This design comes from an exercise in tuning for small area, a short achievable clock period and few clock cycles on the open sky130 flow, not from production work.
Only simulation tests tie the RTL to the original design; equivalence was not proved.
Power is estimated from default activity; no workload was simulated.

==> design.v <==
module scc_expgain (
    input  wire        clk,
    input  wire        rst,
    input  wire        cmd_valid,
    output wire        cmd_ready,
    input  wire [63:0] cmd_word,
    input  wire        ctx_inited,
    input  wire        ctx_mode_valid,
    input  wire [15:0] ctx_vts,
    output wire        bw_valid,
    output wire [15:0] bw_addr,
    output wire [7:0]  bw_data,
    input  wire        bw_ack,
    input  wire        bw_fail,
    output wire        rsp_valid,
    output wire [63:0] rsp_word,
    input  wire        rsp_ready,
    output wire [15:0] st_exp,
    output wire [8:0]  st_gain
);
    reg        idle_q;
    reg        bwv_q;
    reg        rspv_q;
    reg        ld_q;       
    reg [2:0]  step_q;     
    reg        eg_q;       
    reg        sb75_q, sb6_q, sb4_q, sb0_q;
    reg        lg_q;       
    reg        ini_q;      
    reg        nm_q;       
    reg [15:0] s_q;        
    reg [15:0] v_q;        
    reg [8:0]  gr_q;       
    reg        gu_q;       
    reg        gh_q;       
    reg        gm_q;       
    reg        sl_q;       
    reg [7:0]  d_q;        
    reg [15:0] exp_q;
    reg [8:0]  gain_q;
    wire [7:0]  op = cmd_word[63:56];
    wire [27:0] ca = cmd_word[55:28];
    wire [27:0] cb = cmd_word[27:0];
    wire is_exp  = (op == 8'h05);
    wire is_gain = (op == 8'h06);
    wire is_eg   = (op == 8'h07);
    wire a_zero  = ~|ca;
    wire b_zero  = ~|cb;
    wire legal = (is_exp & b_zero) | (is_gain & a_zero) | is_eg;
    wire wr_ok = ctx_inited & ctx_mode_valid & ((is_exp & b_zero) | is_eg);
    wire [15:0] s_in = ca[19:4] | {16{|ca[27:20]}};
    wire       g_hi = eg_q ? gm_q : gh_q;
    wire [8:0] g    = gu_q ? 9'd16 : g_hi ? (eg_q ? 9'd159 : 9'd511) : gr_q;
    wire g_has_code = ~gh_q & ~gr_q[8] &
                      ~(gr_q[7] & (gr_q[6] | (gr_q[5] & (gr_q[4] | (gr_q[3] & (gr_q[2] | gr_q[1]))))));
    reg [7:0] code_t;
    always @(*) begin
        casez (gr_q[7:0])
            8'b0000????, 8'b00010000: code_t = 8'd1;
            8'b00010001: code_t = 8'd8;
            8'b00010010: code_t = 8'd10;
            8'b00010011, 8'b00010100: code_t = 8'd12;
            8'b00010101: code_t = 8'd14;
            8'b00010110: code_t = 8'd24;
            8'b00010111: code_t = 8'd27;
            8'b00011000: code_t = 8'd33;
            8'b00011001: code_t = 8'd38;
            8'b00011010: code_t = 8'd42;
            8'b00011011: code_t = 8'd46;
            8'b0001110?: code_t = 8'd49;
            8'b00011110: code_t = 8'd52;
            8'b00011111: code_t = 8'd54;
            8'b00100000: code_t = 8'd56;
            8'b00100001: code_t = 8'd61;
            8'b0010001?: code_t = 8'd66;
            8'b00100100: code_t = 8'd70;
            8'b00100101, 8'b00100110: code_t = 8'd74;
            8'b00100111, 8'b00101000: code_t = 8'd76;
            8'b00101001: code_t = 8'd80;
            8'b0010101?: code_t = 8'd83;
            8'b00101100: code_t = 8'd86;
            8'b00101101, 8'b00101110: code_t = 8'd89;
            8'b00101111, 8'b00110000: code_t = 8'd94;
            8'b00110001: code_t = 8'd97;
            8'b0011001?: code_t = 8'd100;
            8'b0011010?, 8'b00110110: code_t = 8'd106;
            8'b00110111, 8'b0011100?: code_t = 8'd109;
            8'b0011101?, 8'b0011110?: code_t = 8'd115;
            8'b0011111?, 8'b01000000: code_t = 8'd118;
            8'b01000001, 8'b0100001?: code_t = 8'd124;
            8'b0100010?, 8'b01000110: code_t = 8'd130;
            8'b01000111, 8'b0100100?: code_t = 8'd136;
            8'b0100101?, 8'b01001100: code_t = 8'd142;
            8'b01001101, 8'b0100111?, 8'b01010000: code_t = 8'd147;
            8'b01010001, 8'b0101001?: code_t = 8'd149;
            8'b010101??: code_t = 8'd154;
            8'b010110??, 8'b01011100: code_t = 8'd160;
            8'b01011101, 8'b0101111?, 8'b0110000?: code_t = 8'd162;
            8'b0110001?, 8'b0110010?, 8'b01100110: code_t = 8'd168;
            8'b01100111, 8'b0110100?, 8'b01101010: code_t = 8'd172;
            8'b01101011, 8'b011011??: code_t = 8'd178;
            8'b011100??, 8'b0111010?: code_t = 8'd180;
            8'b0111011?, 8'b0111100?: code_t = 8'd184;
            8'b0111101?, 8'b0111110?, 8'b01111110: code_t = 8'd188;
            8'b01111111, 8'b100000??: code_t = 8'd193;
            8'b100001??, 8'b10001000: code_t = 8'd195;
            8'b10001001, 8'b1000101?, 8'b10001100: code_t = 8'd199;
            8'b10001101, 8'b1000111?, 8'b100100??, 8'b1001010?, 8'b10010110: code_t = 8'd228;
            8'b10010111, 8'b10011???, 8'b10100000: code_t = 8'd229;
            8'b10100001, 8'b1010001?, 8'b101001??, 8'b10101???, 8'b1011????, 8'b11??????: code_t = 8'd234;
            default: code_t = 8'd1;
        endcase
    end
    wire [7:0] code = (eg_q & gm_q) ? 8'd229 : code_t;
    wire [5:0]  sm   = s_q[7:2];
    wire [5:0]  smc  = {&sm[4:0], &sm[3:0], &sm[2:0], &sm[1:0], sm[0], 1'b1};
    wire        c_lo = &sm;
    wire [7:0]  sh   = s_q[15:8];
    wire [7:0]  shc  = {&sh[6:0], &sh[5:0], &sh[4:0], &sh[3:0], &sh[2:0], &sh[1:0], sh[0], 1'b1};
    wire [16:0] s_p4 = {c_lo & (&sh), sh ^ (shc & {8{c_lo}}), sm ^ smc, s_q[1:0]};
    wire [15:0] fl = sl_q ? s_p4[15:0] : v_q;
    wire gsel   = ~idle_q & ~bwv_q & ~rspv_q;    
    wire x_err  = ~lg_q | ~ini_q | nm_q;
    wire last_w = step_q[2] | (step_q[1] & step_q[0] & ~eg_q);
    wire ack    = bwv_q & bw_ack;
    wire ack_ok = ack & ~bw_fail;
    always @(posedge clk) begin
        if (rst) begin
            idle_q <= 1'b1;
            ld_q   <= 1'b1;
            bwv_q  <= 1'b0;
            rspv_q <= 1'b0;
        end else begin
            idle_q <= (idle_q & ~cmd_valid) | (rspv_q & rsp_ready);
            ld_q   <= (ld_q & ~cmd_valid) | (rspv_q & rsp_ready);
            bwv_q  <= (idle_q & cmd_valid & wr_ok) |
                      (gsel & ~x_err & g_has_code) |
                      (bwv_q & ~(bw_ack & (bw_fail | last_w)));
            rspv_q <= (gsel & (x_err | ~g_has_code)) |
                      (ack & (bw_fail | last_w)) |
                      (rspv_q & ~rsp_ready);
        end
    end
    always @(posedge clk) begin
        if (rst)
            exp_q <= 16'd0;
        else if (ack_ok & (step_q == 3'd3))
            exp_q <= s_q;
        if (rst)
            gain_q <= 9'd0;
        else if ((ack_ok & step_q[2]) | (gsel & ~x_err & ~g_has_code))
            gain_q <= g;
    end
    always @(posedge clk) begin
        sl_q <= (s_p4 > {1'b0, v_q});
        if (ld_q) begin
            s_q   <= s_in;
            v_q   <= ctx_vts;
            gr_q  <= cb[8:0];
            gu_q  <= ~|cb[27:4];
            gh_q  <= |cb[27:9];
            gm_q  <= (|cb[27:8]) | (cb[7] & (cb[6] | cb[5]));
            eg_q  <= is_eg;
            lg_q  <= legal;
            ini_q <= ctx_inited;
            nm_q  <= ~is_gain & ~ctx_mode_valid;
        end
    end
    wire       d_en = ld_q | gsel | ack;
    reg  [7:0] d_nx;
    always @(*) begin
        if (ld_q)
            d_nx = s_in[7:0];
        else if (bwv_q & ~step_q[2] & ~(step_q[1] & step_q[0]))
            case (step_q[1:0])
                2'd0:    d_nx = s_q[15:8];
                2'd1:    d_nx = fl[7:0];
                default: d_nx = fl[15:8];
            endcase
        else
            d_nx = code;
    end
    always @(posedge clk)
        if (d_en)
            d_q <= d_nx;
    always @(posedge clk) begin
        if (ld_q) begin
            step_q <= 3'd0;
            sb75_q <= 1'b0;
            sb6_q  <= 1'b0;
            sb4_q  <= 1'b0;
            sb0_q  <= 1'b0;
        end
        if (gsel) begin
            if (x_err) begin
                sb75_q <= ~lg_q | ~ini_q;
                sb6_q  <= 1'b1;
                sb4_q  <= ~lg_q | (ini_q & nm_q);
                sb0_q  <= lg_q & ini_q & nm_q;
            end else if (g_has_code) begin
                step_q <= 3'd4;
            end
        end
        if (ack) begin
            if (bw_fail) begin
                sb6_q     <= 1'b1;
                sb4_q     <= 1'b1;
                step_q[2] <= step_q[2] & eg_q;
            end else begin
                step_q <= last_w ? 3'd0 : step_q + 3'd1;
            end
        end
    end
    assign cmd_ready = idle_q;
    assign bw_valid  = bwv_q;
    assign bw_addr   = {13'h0200, step_q};
    assign bw_data   = d_q;
    assign rsp_valid = rspv_q;
    assign rsp_word  = {sb75_q, sb6_q, sb75_q, sb4_q, 3'b000, sb0_q,
                        8'd0, 13'd0, step_q, 32'd0};
    assign st_exp    = exp_q;
    assign st_gain   = gain_q;
endmodule
==> flow/run.sh <==
#!/bin/bash
# Layout flow: the standard flow (standard.sh: unchanged synthesis and
# ORFS steps) with two knobs that ORFS reads from the environment:
#  - the port buffers that buffer_ports inserts are sky130_fd_sc_hd__buf_1
#    (its default pick here is the slow clkdlybuf4s50_1 delay cell);
#  - repair_timing aims for a setup slack margin of 5.3 ns.
# The full output of the ORFS make run goes to standard.log; ORFS keeps its
# per-step logs under orfs/logs/.
set -euo pipefail
export BUFFER_PORTS_ARGS="-buffer_cell sky130_fd_sc_hd__buf_1"
export SETUP_SLACK_MARGIN=5.3
bash standard.sh > standard.log 2>&1
==> standard.sh <==
#!/bin/bash
# synth_recipe.tcl (not shown) runs the flow's synth.tcl, then flattens the netlist and writes it again
# the make line also repeats each setting of config.mk as NAME=value (left out here)
make -C /OpenROAD-flow-scripts/flow DESIGN_CONFIG=/design/flow/config.mk WORK_HOME=/design/flow/orfs CLKGATE_MAP_FILE= SYNTH_SCRIPT=/design/flow/synth_recipe.tcl "${@:-finish}"
==> config.mk <==
export PLATFORM = sky130hd
export DESIGN_NAME = scc_expgain
export DESIGN_NICKNAME = scc_expgain
export VERILOG_FILES = /design/flow/design.v
export SDC_FILE = /design/flow/constraint.sdc
export NUM_CORES = 4
export LEC_CHECK = 0
export CAP_MARGIN = 20
export CORE_MARGIN = 2
export CORE_UTILIZATION = 55
export CTS_BUF_LIST = sky130_fd_sc_hd__clkbuf_8
export CTS_CLUSTER_SIZE = 30
export SLEW_MARGIN = 20
==> constraint.sdc <==
create_clock -name core_clock -period 8.0 [get_ports {clk}]
set_input_delay 1.6000 -clock core_clock [delete_from_list [all_inputs] [get_ports {clk}]]
set_output_delay 1.6000 -clock core_clock [all_outputs]
set_load 0.01 [all_outputs]
==> metrics.csv, run 1 <==
metric,value,unit
r2r_end,sl_q,
worstSkewPairLatency,0.39,ns
cts_buffers,9,
dp_cells,965,
placed_cell_area,6660,um2
grt_remaining_overflow,0,
skew,0.01139,ns
synth-async-reset-ratio,0,%
cp.arrival,3.26,ns
initial_core_util,56.23,%
clkSinkCount,93,
power.density,145.2,nW/um2
r2r_cells,11,
first_iter_violations,522,
synth.distinct_cells,73,
ys_ff_latch,93,
layout_setup_ws,5.066,ns
nets,970,
clock_path_buffers,2,
synth-warning-count,1,
first_pass_iters,5,
dp_hpwl,13100,um
path_class,in -> reg,
whs_endpoint,exp_q[2],
pre_cts_slack,4.627,ns
syn_inst,734,
worst-path-max-fanout,2,
finalSetupViolCount,0,
reg2reg_slack,5.40,ns
startpoint_type,primary input,
crit_path_end_kind,flip-flop,
vias_per_cell,5.821,
period_share,36.67,%
slew_headroom,37.18,%
maxCapViolCount,0,
io_pins,204,
required,8.32,ns
status,finished clean,
holdPathStages,2,
area_growth,12.27,%
min_period,2.934,ns
holdWs,0.4595,ns
regArea,2425,um2
diodes,0,
ys_seq_area_share,37.89,%
core-area,11370,um2
r2r_start,s_q[2],
hp-start,exp_q[2],
multi_input_area,3521,um2
grt_pass1_wl,28320,um
routabilityCongestion,0.9156,
synth_edf_count,56,
final_util,63.13,%
report.final.slew_viol_count,0,
p_leak,2.705,nW
ir_worst_vdd,151.0,uV
ant_nets,0,
vias,5856,
grt_usage,28.34,%
finalHoldViolations,0,
layout-drive-gt1-share,12.28,%
grt_max_degree,56,
fp.dieH,111.8,um
worstMarginPinSlew,0.9410,ns
fill_cells,1009,
die_w,111.8,um
antenna_found_initial,0,
synth-main-ff-cell,edfxtp_1,
instances_no_fill,1006,
routedWlPerCell,17.98,um
io_buffers,134,
cts_max_level,3,
min_path_type,reg -> reg,
route.detailed.drc,0,
avgSynthCellArea,8.711,um2
cts_tree,built,
clockRootBuffer,clkbuf_8,
syn_area,6394,um2
tns,0,ns
finalWirelength,18090,um
fp.dieArea,12500,um2
num_rows,39,
power.total,1.043,mW
clkTransAtPathRegs,0.10,ns
final_area,7178,um2
rsz0062_at_grt,yes,
max_freq,0.3409,GHz
first_global_vias,5610,
[Yosys cell counts, drive strengths merged, types with 7 or more instances]
library cell	number	area (um2)
or2	21	131.4
nand2	71	266.5
a21oi	46	230.2
nand2b	18	112.6
nor3	16	80.08
mux2i	8	80.08
nor4	22	143.9
a211oi	9	67.56
buf	100	691.9
edfxtp	56	1682
clkbuf	19	71.32
or3	11	68.82
dfxtp	37	740.7
nor2	41	153.9
a22oi	11	87.58
ha	24	300.3
a31oi	7	43.79
o211ai	9	67.56
o21ai	35	175.2
inv	31	116.4
nand3	19	95.09
nor2b	9	56.30
nand4	8	50.05
[registers in the layout, indices dropped and copies added (netlist names), 3 cells and up]
| signal | count |
|---|---|
| s_q | 16 |
| gain_q | 9 |
| gr_q | 9 |
| exp_q | 16 |
| v_q | 16 |
| step_q | 3 |
| d_q | 8 |
[routing by layer]
metal / share of wire [%] / vias up / global-route usage [%]
li1: - / 2785 / -
met3: 6.1 / 49 / 4.954
met2: 50 / 265 / 49.05
met1: 40 / 2757 / 34.38
met4: 3.7 / 0 / 13.17
met5: 0 / - / 0
[timing repair]
action | CTS | global route
resized for setup | 3 | 32
pin swaps | 2 | 7
setup buffers | 9 | 16
hold buffers | 0 | 0
setup endpoints to repair | 8 | 33
[layout by cell type (no fill, tap or decap), drive strengths merged, types with 16 or more instances in the layout]
cell and instances:
nand2b 18, nand3 19, dfxtp 37, ha 24, nor4 22, conb 69, inv 37, a21oi 46
buf 165, o21ai 35, nor3 16, or2 21, nand2 71, nor2 41, edfxtp 56
[how the worst max path moves through the flow]
stage                       from  endpoint
floorplan           cmd_word[17]     bwv_q
global placement    cmd_word[17]     bwv_q
detailed placement  cmd_word[17]     bwv_q
CTS                 cmd_word[17]     bwv_q
global route        cmd_word[17]     bwv_q
finish              cmd_word[17]     bwv_q
[kinds of logic (layout without fill, tap and decap cells)]
| group | after synthesis | in the layout | share of synthesized area, % |
|---|---|---|---|
| and+or+nand+nor | 273 | 273 | 22.86 |
| AOI/OAI and AO/OA | 174 | 174 | 18.02 |
| other | 2 | 69 | 0.1175 |
| muxes | 9 | 9 | 1.429 |
| buffers and inverters | 150 | 212 | 13.76 |
| xor gates and xnor gates | 9 | 9 | 1.233 |
| adders and majority gates | 24 | 24 | 4.697 |
| DFF | 93 | 93 | 37.89 |
[critical path, cell delays in order]
cell and delay [ns]:
buf_6 0.09, or4_4 0.53, nor4_4 0.16, nor3b_4 0.25, a31oi_2 0.12, or3_1 0.37, a21oi_1 0.13
[where the power goes]
group | internal (mW) | leakage [nW] | switching (mW)
Clock | 0.115 | 0.0979 | 0.177
Sequential | 0.531 | 0.806 | 0.0159
Combinational | 0.0695 | 1.80 | 0.134
[cell type report]
cell class,count,share of cell area (%)
repair buffers,165,10.67
multi-input cells,558,49.05
clock inverters,7,0.6624
well taps,143,2.493
inverters,31,1.621
clock buffers,9,1.726
flip-flops and latches,93,33.78
Testbench counts, summed over its fixed seeds: cycles 18,641.
==> run 2: changes to the inputs <==
--- a/design.v
+++ b/design.v
@@ -20,6 +20,7 @@
 );
     reg        idle_q;
     reg        bwv_q;
+    reg        ok_q;       
     reg        rspv_q;
     reg        ld_q;       
     reg [2:0]  step_q;     
@@ -47,7 +48,7 @@
     wire a_zero  = ~|ca;
     wire b_zero  = ~|cb;
     wire legal = (is_exp & b_zero) | (is_gain & a_zero) | is_eg;
-    wire wr_ok = ctx_inited & ctx_mode_valid & ((is_exp & b_zero) | is_eg);
+    wire wr_ok = ctx_inited & ctx_mode_valid & (is_exp | is_eg);
     wire [15:0] s_in = ca[19:4] | {16{|ca[27:20]}};
     wire       g_hi = eg_q ? gm_q : gh_q;
     wire [8:0] g    = gu_q ? 9'd16 : g_hi ? (eg_q ? 9'd159 : 9'd511) : gr_q;
@@ -119,10 +120,11 @@
     wire [7:0]  shc  = {&sh[6:0], &sh[5:0], &sh[4:0], &sh[3:0], &sh[2:0], &sh[1:0], sh[0], 1'b1};
     wire [16:0] s_p4 = {c_lo & (&sh), sh ^ (shc & {8{c_lo}}), sm ^ smc, s_q[1:0]};
     wire [15:0] fl = sl_q ? s_p4[15:0] : v_q;
-    wire gsel   = ~idle_q & ~bwv_q & ~rspv_q;    
+    wire wv     = bwv_q & ok_q;                  
+    wire gsel   = ~idle_q & ~wv & ~rspv_q;       
     wire x_err  = ~lg_q | ~ini_q | nm_q;
     wire last_w = step_q[2] | (step_q[1] & step_q[0] & ~eg_q);
-    wire ack    = bwv_q & bw_ack;
+    wire ack    = wv & bw_ack;
     wire ack_ok = ack & ~bw_fail;
     always @(posedge clk) begin
         if (rst) begin
@@ -135,7 +137,7 @@
             ld_q   <= (ld_q & ~cmd_valid) | (rspv_q & rsp_ready);
             bwv_q  <= (idle_q & cmd_valid & wr_ok) |
                       (gsel & ~x_err & g_has_code) |
-                      (bwv_q & ~(bw_ack & (bw_fail | last_w)));
+                      (wv & ~(bw_ack & (bw_fail | last_w)));
             rspv_q <= (gsel & (x_err | ~g_has_code)) |
                       (ack & (bw_fail | last_w)) |
                       (rspv_q & ~rsp_ready);
@@ -161,6 +163,7 @@
             gh_q  <= |cb[27:9];
             gm_q  <= (|cb[27:8]) | (cb[7] & (cb[6] | cb[5]));
             eg_q  <= is_eg;
+            ok_q  <= ~is_exp | b_zero;
             lg_q  <= legal;
             ini_q <= ctx_inited;
             nm_q  <= ~is_gain & ~ctx_mode_valid;
@@ -171,7 +174,7 @@
     always @(*) begin
         if (ld_q)
             d_nx = s_in[7:0];
-        else if (bwv_q & ~step_q[2] & ~(step_q[1] & step_q[0]))
+        else if (wv & ~step_q[2] & ~(step_q[1] & step_q[0]))
             case (step_q[1:0])
                 2'd0:    d_nx = s_q[15:8];
                 2'd1:    d_nx = fl[7:0];
@@ -212,7 +215,7 @@
         end
     end
     assign cmd_ready = idle_q;
-    assign bw_valid  = bwv_q;
+    assign bw_valid  = wv;
     assign bw_addr   = {13'h0200, step_q};
     assign bw_data   = d_q;
     assign rsp_valid = rspv_q;
==> flow/run.sh (replaced) <==
#!/bin/bash
# Layout flow: the standard flow (standard.sh: unchanged synthesis and
# ORFS steps) with two knobs that ORFS reads from the environment:
#  - the port buffers that buffer_ports inserts are sky130_fd_sc_hd__buf_1
#    (its default pick here is the slow clkdlybuf4s50_1 delay cell);
#  - repair_timing aims for a setup slack margin of 5.2 ns.
# The full output of the ORFS make run goes to standard.log; ORFS keeps its
# per-step logs under orfs/logs/.
set -euo pipefail
export BUFFER_PORTS_ARGS="-buffer_cell sky130_fd_sc_hd__buf_1"
export SETUP_SLACK_MARGIN=5.2
bash standard.sh > standard.log 2>&1
==> metrics.csv, run 2 <==
metric,value,unit,change
syn_area,6746,um2,was 6394 um2
worst-path-max-fanout,5,,was 2
first_iter_violations,697,,was 522
nets,1014,,was 970
clkSinkCount,94,,was 93
top_regs,"exp_q (16), s_q (16), v_q (16)",,unchanged
power.density,147.3,nW/um2,was 145.2 nW/um2
fp.dieH,114.8,um,was 111.8 um
synth_common_cells,"nand2_1 (83), buf_4 (80), edfxtp_1 (57)",,"was buf_4 (78), nand2_1 (71), edfxtp_1 (56)"
r2r_end,sl_q,,unchanged
max_freq,0.3606,GHz,was 0.3409 GHz
dp_hpwl,14070,um,was 13100 um
ant_nets,0,,unchanged
cts_tree,built,,unchanged
die_w,114.8,um,was 111.8 um
crit_path_end_kind,flip-flop,,unchanged
placed_cell_area,6978,um2,was 6660 um2
maxCapViolCount,0,,unchanged
startpoint,s_q[2],,was cmd_word[17]
required,8.27,ns,was 8.32 ns
slew_headroom,48.06,%,was 37.18%
clock_path_buffers,2,,unchanged
worstPathCellList,"ha_1, nand3_2, nor4_4, nand2_1, xnor2_1, ha_1, and3_1, nand4_1, nor3_1, nor2_1, a31oi_1, o31ai_1",,"was buf_6, or4_4, nor4_4, nor3b_4, a31oi_2, or3_1, a21oi_1"
met3_wirelength,1450,um,was 1101 um
ir_worst_vdd,85.21,uV,was 151.0 uV
yosysMostFrequentCell,nand2_1,,was buf_4
syn_inst,792,,was 734
hp-start,exp_q[1],,was exp_q[2]
report.final.slew_viol_count,0,,unchanged
synth-async-reset-ratio,0,%,unchanged
grt_pass1_wl,28590,um,was 28320 um
yosysTopAreaCell,edfxtp_1,,unchanged
tns,0,ns,unchanged
fill_cells,1106,,was 1009
area_growth,8.216,%,was 12.27%
skew,0.01434,ns,was 0.01139 ns
yosys-top-cells-area,"edfxtp_1 (25%), dfxtp_1 (11%), buf_4 (8.9%), nand2_1 (4.6%), ha_1 (4.5%)",,"was edfxtp_1 (26%), dfxtp_1 (12%), buf_4 (9.2%), ha_1 (4.7%), nand2_1 (4.2%)"
worstMarginPinSlew,0.7780,ns,was 0.9410 ns
ys_seq_area_share,36.35,%,was 37.89%
route.detailed.drc,0,,unchanged
initial_core_util,56.17,%,was 56.23%
fp.dieArea,13170,um2,was 12500 um2
finalWirelength,19000,um,was 18090 um
worstSkewPairLatency,0.38,ns,was 0.39 ns
finalSetupViolCount,0,,unchanged
cts_max_level,3,,unchanged
routedWlPerCell,18.03,um,was 17.98 um
first_global_vias,5746,,was 5610
cp.arrival,3.04,ns,was 3.26 ns
synth-main-ff-cell,edfxtp_1,,unchanged
final_cell_mix,"buf_1 (134), nand2_1 (81), conb_1 (69)",,"was buf_1 (131), conb_1 (69), nand2_1 (67)"
diodes,0,,unchanged
first_pass_iters,5,,unchanged
startpoint_type,flip-flop,,was primary input
clkTransAtPathRegs,0.10,ns,about the same
avgSynthCellArea,8.518,um2,was 8.711 um2
final_common_cell,buf_1,,unchanged
regArea,2454,um2,was 2425 um2
vias_per_cell,5.991,,was 5.821
synth_edf_count,57,,was 56
synth.distinct_cells,84,,was 73
cp-endpoint,sl_q,,was bwv_q
grt_max_degree,42,,was 56
final_area,7301,um2,was 7178 um2
r2r_start,s_q[2],,unchanged
slowest_stage,edfxtp_1,,was or4_4
dr_wl_met2,9530,um,was 9072 um
highest_layer,met4,,unchanged
r2r_cells,12,,was 11
min_period,2.773,ns,was 2.934 ns
postCtsHoldBufs,0,,unchanged
routabilityCongestion,0.9370,,was 0.9156
min_path_type,reg -> reg,,unchanged
clockRootBuffer,clkbuf_8,,unchanged
multi_input_area,3659,um2,was 3521 um2
period_share,34.66,%,was 36.67%
path_class,reg -> reg,,was in -> reg
power.total,1.075,mW,was 1.043 mW
antenna_found_initial,0,,unchanged
met1_length,7488,um,was 7248 um
p_leak,2.747,nW,was 2.705 nW
cp_slowest_stage_delay,0.43,ns,was 0.53 ns
rsz0062_at_grt,yes,,unchanged
grt_remaining_overflow,0,,unchanged
io_pins,204,,unchanged
ys_ff_latch,94,,was 93
vias,6314,,was 5856
reg2reg_slack,5.23,ns,was 5.40 ns
finalHoldViolations,0,,unchanged
synth_top_area_share,25.37,%,was 26.30%
core-area,12010,um2,was 11370 um2
status,finished clean,,unchanged
crit_top_cell,ha_1,,
synth-warning-count,1,,unchanged
num_rows,40,,was 39
grt_usage,27.68,%,was 28.34%
cts_buffers,9,,unchanged
io_buffers,134,,unchanged
layout-drive-gt1-share,9.151,%,was 12.28%
-- run 2: layer usage --
metal  vias up  global-route usage [%]
li1       2973                       -
met1      2930                   33.69
met2       360                   48.17
met3        51                   5.799
met4         0                   10.92
met5         -                       0
-- run 2: report_power, final --
part	leakage [nW]	internal [mW]	switching, mW	total [mW]
Sequential	0.814	0.538	0.0191	0.557
Clock	0.0980	0.120	0.195	0.315
Combinational	1.83	0.0674	0.136	0.204
Total	2.75	0.726	0.350	1.08
-- run 2: kinds of logic (layout without fill, tap and decap cells) --
kind of cell	after synthesis	in the layout	synth area share, %
buffers and inverters	165	213	14.13
and+or+nand+nor	296	296	23.50
muxes	6	6	0.9088
DFF	94	94	36.35
adders and majority gates	24	24	4.451
AOI/OAI and AO/OA	196	196	19.38
other	2	69	0.1113
xor gates and xnor gates	9	9	1.168
-- run 2: through the flow --
stage | utilization [%] | cells | hold slack (ns) | worst slack [ns]
6_report | 60.78 | 1054 | 0.4608 | 5.227
2_1_floorplan | - | 859 | 0.4528 | 5.029
3_3_place_gp | 58.09 | 1027 | 0.4413 | 4.707
5_1_grt | 60.78 | 1054 | 0.4801 | 5.072
3_5_place_dp | 58.09 | 1027 | 0.4476 | 4.587
4_1_cts | 59.95 | 1045 | 0.4604 | 5.160
-- run 2: how the worst min path moves through the flow --
stage | to | slack, ns | cells after the start
2_1_floorplan | sb0_q | 0.45 | 2
3_3_place_gp | exp_q[1] | 0.44 | 2
3_5_place_dp | exp_q[1] | 0.45 | 2
4_1_cts | exp_q[1] | 0.46 | 2
5_1_grt | exp_q[1] | 0.48 | 2
6_report | exp_q[1] | 0.46 | 2
-- run 2: timing repair --
| item | CTS | global route |
|---|---|---|
| resized for setup | 3 | 6 |
| pin swaps | 0 | 1 |
| endpoints found under the setup margin | 5 | 22 |
| setup buffers | 2 | 9 |
-- run 2: cell type report --
type | instances | share of cell area (%)
inverters | 44 | 2.262
well taps | 147 | 2.519
flip-flops and latches | 94 | 33.61
multi-input cells | 600 | 50.11
repair buffers | 153 | 8.946
clock inverters | 7 | 0.8569
clock buffers | 9 | 1.697
-- run 2: critical path, delay by kind of cell, from the launching register on --
kind | cells | cell delay (ns)
and+or+nand+nor | 7 | 1.26
adders and majority gates | 2 | 0.54
DFF | 1 | 0.43
AOI/OAI and AO/OA | 2 | 0.26
xor gates and xnor gates | 1 | 0.17
Testbench counts of run 2, summed over its fixed seeds: cycles 18,641.

[static timing again, ports no longer ideal]
Ports are ideal in the flow. The routed layouts listed here were re-timed in OpenROAD. Step 1, drivers: a clkbuf_16 drives clk and a buf_2 each remaining input, both assumed. Step 2 also shifts input and output timing later by t, the mid clock arrival at the registers, as if the neighbouring blocks saw the same clock. a / b / c = no drivers / after step 1 / after step 2; a / b = the first two.
| run | t (ns) | slack for setup (ns) | hold WS [ns] | clock arrival spread, ns |
|---|---|---|---|---|
| run 1 | 0.414 | 5.066 / 5.063 / 4.649 | 0.459 / 0.459 / 0.459 | 0.013 / 0.012 |
| run 2 | 0.404 | 5.227 / 5.227 / 4.889 | 0.461 / 0.461 / 0.461 | 0.014 / 0.014 |
After both steps every run listed still meets setup and hold. The setup slack of run 1, which loses most, moves by -0.003 ns with the drivers and by -0.417 ns with both steps.
